Background: an optimization exercise with open tools, aiming at small area. Do not read the settings as production practice. Only simulation tests tie the RTL to the original design; equivalence was not proved. No activity file was given, so power comes from the tool's default toggle rates.

==> branch fjord: inputs <==
Design vcpu_core, start of the top module:
module vcpu_core (
    input  wire        clk,
    input  wire        rst,
    input  wire [31:0] prog_len,
    input  wire        terminate,
    output wire        imem_req,
    output wire [31:0] imem_addr,
    input  wire        imem_ack,
    input  wire [31:0] imem_rdata,
    output wire        dmem_req,
    output wire        dmem_we,
    output wire [1:0]  dmem_size,
    output wire [31:0] dmem_addr,
    output wire [31:0] dmem_wdata,
    input  wire        dmem_ack,
    input  wire        dmem_err,
    input  wire [31:0] dmem_rdata,
    output reg         retire_valid,
    output wire [31:0] retire_pc,
    output wire [4:0]  retire_rd,
    output wire [31:0] retire_wdata,
    output reg         stopped,
    output wire [3:0]  exit_code,
    output wire [31:0] pc
);
    localparam [2:0] S_INIT   = 3'd0,    
                     S_FETCH  = 3'd1,
                     S_WAIT   = 3'd2,    
                     S_PRE    = 3'd3,
                     S_STEP   = 3'd4,
                     S_MEM    = 3'd5,
                     S_COMMIT = 3'd6,
                     S_STOP   = 3'd7;
    reg [2:0]  state;
    reg [4:0]  cnt;
    reg        flag;     
    reg [31:0] ir;
    reg [31:0] P;        
    reg [31:0] MA;       
    reg [31:0] MD;       
  ...
Settings: LEC_CHECK=0, CAP_MARGIN=20, CORE_MARGIN=2, CORE_UTILIZATION=60, SLEW_MARGIN=20; clock period 12.0 ns.
standard.sh (not shown) runs the stock make flow with config.mk's settings and CLKGATE_MAP_FILE= SYNTH_SCRIPT=/design/flow/synth_recipe.tcl, a recipe that flattens the netlist after the stock synthesis.
==> flow/flow/run.sh <==
#!/bin/bash
# Standard ORFS layout, with two changes: the port buffers are buf_1 cells,
# and clock tree synthesis adds no dummy loads.
set -euo pipefail
export BUFFER_PORTS_ARGS="-buffer_cell sky130_fd_sc_hd__buf_1"
export CTS_ARGS="-sink_clustering_enable -repair_clock_nets -dont_use_dummy_load"
bash standard.sh finish > standard_flow.log 2>&1
==> branch umber: changes against branch fjord <==
--- a/flow/design.v
+++ b/flow/design.v
@@ -43,11 +43,12 @@
     reg        sa, sb;   
     reg        cond;     
     reg        fbad;     
     reg        fwrap;    
     reg        mis;      
-    reg        c1, e1, c2, c3, e3, c4, nA, nB;
+    reg        c1, e1, c2, c3, e3, c4, nA, nB, cr;
+    reg        rs;       
     wire st_init   = (state == S_INIT);
     wire st_fetch  = (state == S_FETCH);
     wire st_wait   = (state == S_WAIT);
     wire st_pre    = (state == S_PRE);
     wire st_step   = (state == S_STEP);
@@ -99,31 +100,39 @@
     wire        wbit;
     wire        rf_we = st_commit && wr_ok;
     wire        wdat  = wbit && !st_init;
     wire [31:0] q0;
     assign q0[0] = 1'b0;
+    wire [3:0] wlo = {4{st_init}} | ({4{rf_we}} & (4'b0001 << waddr[1:0]));
+    wire [7:0] whi = {8{st_init}} | (8'b00000001 << waddr[4:2]);
     genvar g;
     generate
         for (g = 1; g < 32; g = g + 1) begin : R
             reg [31:0] q;
-            wire we = st_init || (rf_we && (waddr == g));
+            wire we = wlo[g % 4] & whi[g / 4];
             always @(posedge clk)
                 q <= {we ? wdat : q[0], q[31:1]};
             assign q0[g] = q[0];
         end
     endgenerate
     wire [4:0] rb_addr = rform ? f_rs2 : f_rd;
     wire ra = q0[f_rs];
     wire rb = q0[rb_addr];
-    wire [4:0] ish   = (c_br || c_j) ? 5'd2 : c_lui ? 5'd16 : 5'd0;
-    wire [4:0] ik    = cnt - ish;
-    wire       under = (cnt < ish);
-    wire [4:0] ilim  = c_j ? 5'd25 : 5'd15;
-    wire       iover = (ik > ilim);
-    wire       isgn  = c_j ? ir[25] : ir[15];
-    wire [25:0] imm26 = ir[25:0];
-    wire       immbit = under ? 1'b0 : iover ? (isgn && !c_ilog) : imm26[ik];
+    wire [3:0] clo = cnt[3:0];
+    wire       m16 = ir[clo];
+    wire [9:0] ir10 = ir[25:16];
+    wire       m10 = ir10[clo];
+    wire       ubit = ~cnt[4] ? m16 :
+                      c_j     ? ((clo <= 4'd9) ? m10 : ir[25]) :
+                                (ir[15] & ~c_ilog);
+    reg        ud1, ud2;
+    always @(posedge clk) begin
+        ud1 <= ubit;
+        ud2 <= ud1;
+    end
+    wire       immbit = c_lui ? (cnt[4] & m16) :
+                        (c_br || c_j) ? ((cnt[4:1] != 4'd0) & ud2) : ubit;
     wire opb = rform ? rb : immbit;
     wire x1   = c_br ? rb : ra;
     wire y1   = c_br ? ra : opb;
     wire inv1 = c_br || c_slt || c_sub;
     wire y1i  = y1 ^ inv1;
@@ -155,40 +164,47 @@
     wire c3e = c0 | c3;
     wire c3n = (x3 & ~lb) | (x3 & c3e) | (~lb & c3e);
     wire e3n = (c0 | e3) & ~(x3 ^ lb);
     wire nf_bad  = c4n | (c3n & ~e3n);
     wire nf_wrap = c4n | c3n;
-    wire xa    = st_commit ? (fn[1] ? ACC[0] : MD[0]) : ra;
+    wire cre    = ~c0 & cr;
+    wire cry    = rs & MA[0];
+    wire rembit = ACC[0] ^ cry ^ cre;
+    wire crn    = (ACC[0] & cry) | (ACC[0] & cre) | (cry & cre);
+    wire xa    = st_commit ? (fn[1] ? rembit : MD[0]) : ra;
     wire nega  = sgn & (st_commit ? (fn[1] ? sa : (sa ^ sb)) : sa);
     wire nAe   = ~c0 & nA;
     wire outA  = xa ^ (nega & nAe);
     wire nBe   = ~c0 & nB;
     wire outB  = rb ^ (sgn & sb & nBe);
     wire dz    = ~(nBe | rb);
-    wire [4:0] sam  = rform ? f_rs2 : ir[4:0];
-    wire       sll  = (sel2 == 2'd0);
-    wire [4:0] sidx = sll ? (5'd0 - sam) : sam;
-    wire       shv  = sll ? (cnt >= sam) : (cnt <= ~sam);
-    wire       shres = shv ? ACC[sidx] : (sel2[1] & sa);
+    wire [4:0] sam   = rform ? f_rs2 : ir[4:0];
+    wire       sll   = (sel2 == 2'd0);
+    wire       uselo = sll || (sam == 5'd0);
+    wire [4:0] sk    = uselo ? ~sam : (sam - 5'd1);
+    wire       sinv  = sel2[1] & sa;
+    wire       shres = (uselo ? ACC[0] : MD[0]) ^ sinv;
     wire lres = (sel2 == 2'd0) ? (ra & opb) :
                 (sel2 == 2'd1) ? (ra | opb) :
                 (sel2 == 2'd2) ? (ra ^ opb) : ~(ra | opb);
     assign wbit = c_add  ? sum1 :
                   c_log  ? lres :
                   c_slt  ? (c0 & cond) :
                   c_lui  ? immbit :
                   c_sh   ? shres :
                   c_mul  ? ACC[0] :
                   c_div  ? outA :
-                  c_load ? MD[0] : pcsum;
+                  c_load ? ldbit : pcsum;
     wire [31:0] xs  = {ACC[30:0], c_div & MD[31]};
-    wire [31:0] ys  = c_div ? ~MA : (MD[31] ? MA : 32'd0);
-    wire [32:0] ss  = {1'b0, xs} + {1'b0, ys} + {32'd0, c_div};
-    wire        sge = ACC[31] | ss[32];
-    wire [31:0] ldv = op[1] ? dmem_rdata :
-                      op[0] ? {{16{~op[2] & dmem_rdata[15]}}, dmem_rdata[15:0]} :
-                              {{24{~op[2] & dmem_rdata[7]}},  dmem_rdata[7:0]};
+    wire        bb  = c_sh ? (cnt == sk) : MD[31];
+    wire        dsub = c_div & ~rs;
+    wire [31:0] ys  = c_div ? (MA ^ {32{dsub}}) : (bb ? MA : 32'd0);
+    wire [32:0] ss  = {1'b0, xs} + {1'b0, ys} + {32'd0, dsub};
+    wire        rsn = ACC[31] ^ dsub ^ ss[32];
+    wire ld_in  = op[1] || (op[0] ? ~cnt[4] : (cnt[4:3] == 2'd0));
+    wire ldbit  = ld_in ? MD[0] : (~op[2] & sa);
+    wire ld_sg  = (cnt == {1'b0, op[0], 3'b111});
     wire jge   = c3n;
     wire jmp   = c_j || c_jalr || (c_br && condv);
     wire [3:0] xc_pre = c_halt ? 4'd1 :
                         !valid ? 4'd7 :
                         (c_div && dz) ? 4'd3 :
@@ -210,10 +226,15 @@
         c1 <= c1n;  e1 <= e1n;
         c2 <= c2n;
         c3 <= c3n;  e3 <= e3n;
         c4 <= c4n;
         nA <= nAe | xa;
+        cr <= crn;
+        if (st_step)
+            ACC <= ss[31:0];
+        else
+            ACC <= {~st_pre & ACC[0], ACC[31:1]};
         nB <= nBe | rb;
     end
     always @(posedge clk) begin
         if (rst) begin
             state        <= S_INIT;
@@ -230,23 +251,25 @@
             else if (st_commit)
                 P <= {npc, P[31:1]};
             if (st_commit)
                 MA <= {P[0], MA[31:1]};
             else if (st_pre)
-                MA <= {c_mul ? ra : c_div ? outB : sum1, MA[31:1]};
+                MA <= {c_mul ? ra : c_sh ? (ra ^ sinv) : c_div ? outB : sum1, MA[31:1]};
             if (st_commit)
                 MD <= {wbit, MD[31:1]};
             else if (st_pre)
                 MD <= {c_div ? outA : rb, MD[31:1]};
             else if (st_step)
-                MD <= {MD[30:0], sge};
+                MD <= {MD[30:0], c_div ? ~rsn : ACC[31]};
             else if (st_mem && dmem_ack && !dmem_err && c_load)
-                MD <= ldv;
-            if (st_step)
-                ACC <= (c_mul | sge) ? ss[31:0] : xs;
-            else
-                ACC <= {st_pre ? (c_sh & ra) : ACC[0], ACC[31:1]};
+                MD <= dmem_rdata;
+            if (st_pre)
+                rs <= 1'b0;
+            else if (st_step)
+                rs <= rsn;
+            if (st_commit && c_load && ld_sg)
+                sa <= MD[0];
             if (st_pre && c0)
                 mis <= ra;
             else if (st_pre && cnt == 5'd1)
                 mis <= mis | ra;
             case (state)
@@ -303,11 +326,11 @@
                 if (last) begin
                     xc   <= xc_pre;
                     cond <= condv;
                     if (c_rsh)
                         ir[15:11] <= MD[5:1];
-                    if (c_mul || (c_div && !dz))
+                    if (c_mul || c_sh || (c_div && !dz))
                         state <= S_STEP;
                     else if (c_load || c_store)
                         state <= S_MEM;
                     else
                         state <= S_COMMIT;
==> flow/flow/run.sh (replaced) <==
#!/bin/bash
# Standard ORFS layout through the standard.sh, with these changes:
# - synthesis is the standard flow's own script (synth_recipe.tcl, same passes, flattening
#   and names) with abc's combinational mapping run from flow/area.abc (an
#   area-oriented script) instead of ORFS's abc script; registers are mapped
#   before abc and are unchanged;
# - the port buffers are buf_1 cells;
set -euo pipefail
here=$(pwd)
{ head -n 1 synth_recipe.tcl; cat flow/abc_map.tcl; tail -n +2 synth_recipe.tcl; } > my_synth.tcl
export MY_ABC_SCRIPT="$here/flow/area.abc"
export BUFFER_PORTS_ARGS="-buffer_cell sky130_fd_sc_hd__buf_1"
export CTS_ARGS="-sink_clustering_enable -repair_clock_nets -dont_use_dummy_load -buf_list sky130_fd_sc_hd__clkbuf_8 -sink_clustering_size 19 -sink_clustering_max_diameter 60"
bash standard.sh SYNTH_SCRIPT="$here/my_synth.tcl" ADDER_MAP_FILE= finish > standard_flow.log 2>&1
==> flow/flow/abc_map.tcl (new file) <==
# Run abc's combinational mapping with the script in $MY_ABC_SCRIPT (when set)
# instead of the ORFS script: same liberty, dont_use cells, constraints and
# delay target. abc -dff calls pass through unchanged.
proc abc {args} {
  if {[lsearch -exact $args -dff] >= 0 || ![info exists ::env(MY_ABC_SCRIPT)]} {
    yosys abc {*}$args
    return
  }
  set out {}
  set skip 0
  foreach a $args {
    if {$skip} { set skip 0; continue }
    if {$a eq "-script"} { set skip 1; continue }
    lappend out $a
  }
  if {$::env(MY_ABC_SCRIPT) ne ""} { lappend out -script $::env(MY_ABC_SCRIPT) }
  puts "abc_map.tcl: abc $out"
  yosys abc {*}$out
}
==> flow/flow/area.abc (new file) <==
strash
&get -n
&fraig -x
&put
scorr
dc2
strash
&get -n
&dch -f
&nf -R 1000
&put
strash
dch -f
&get -n
&nf -R 1000
&put
strash
dch -f
&get -n
&nf -R 1000
&put
Settings changed: ABC_CLOCK_PERIOD_IN_PS set to 12000, CAP_MARGIN 20 to 5, CORE_UTILIZATION 60 to 65, GPL_TIMING_DRIVEN set to 0, SLEW_MARGIN 20 to 5.
==> run notes <==
outcome complete, no violations; via count 17,510; Layout area overhead 10.53%; Final GP Congestion 0.8537; Seq/Total Area, Yosys 0.7886; mux contribution to synthesized area 0.02296; layout cell share with drive strength beyond 1 0.08101
Source of the figures above: branch umber

==> run notes <==
outcome complete, no violations; layout cell share with drive strength beyond 1 0.06468; Syn Area/Cell 12.64 sq um; mux contribution to synthesized area 0.03100; via count 20,630; Final GP Congestion 0.9392; dpl ws 4.323 ns; Layout area overhead 10.63%; leakage 14.71 nW; Seq/Total Area, Yosys 0.7268; synth top area cells dfxtp_1 (61%), edfxtp_1 (12%), nand2_1 (3.0%), a21oi_1 (2.4%), ha_1 (2.1%); Max VDD drop 164.0 uV
Source of the figures above: branch fjord

## separate check: timing with driven ports
Ports are ideal in the flow. The routed layouts listed here were re-timed in OpenROAD.
Step 1, drivers: a clkbuf_16 drives clk and a buf_2 each remaining input, both assumed.
Step 2 also shifts input and output timing later by t, the mid clock arrival at the registers, as if the neighbouring blocks saw the same clock.
a / b / c = no drivers / after step 1 / after step 2; a / b = the first two.
run	shift t [ns]	setup WS [ns]	hold WS [ns]	worst slew at a driven data input, ns	cell pins on the clock port's net
branch fjord	0.686	4.240 / 4.240 / 4.240	0.280 / 0.280 / 0.280	0.12	1
branch umber	0.706	1.034 / 1.034 / 1.034	0.276 / 0.276 / 0.276	0.05	1
After both steps every run listed still meets setup and hold.
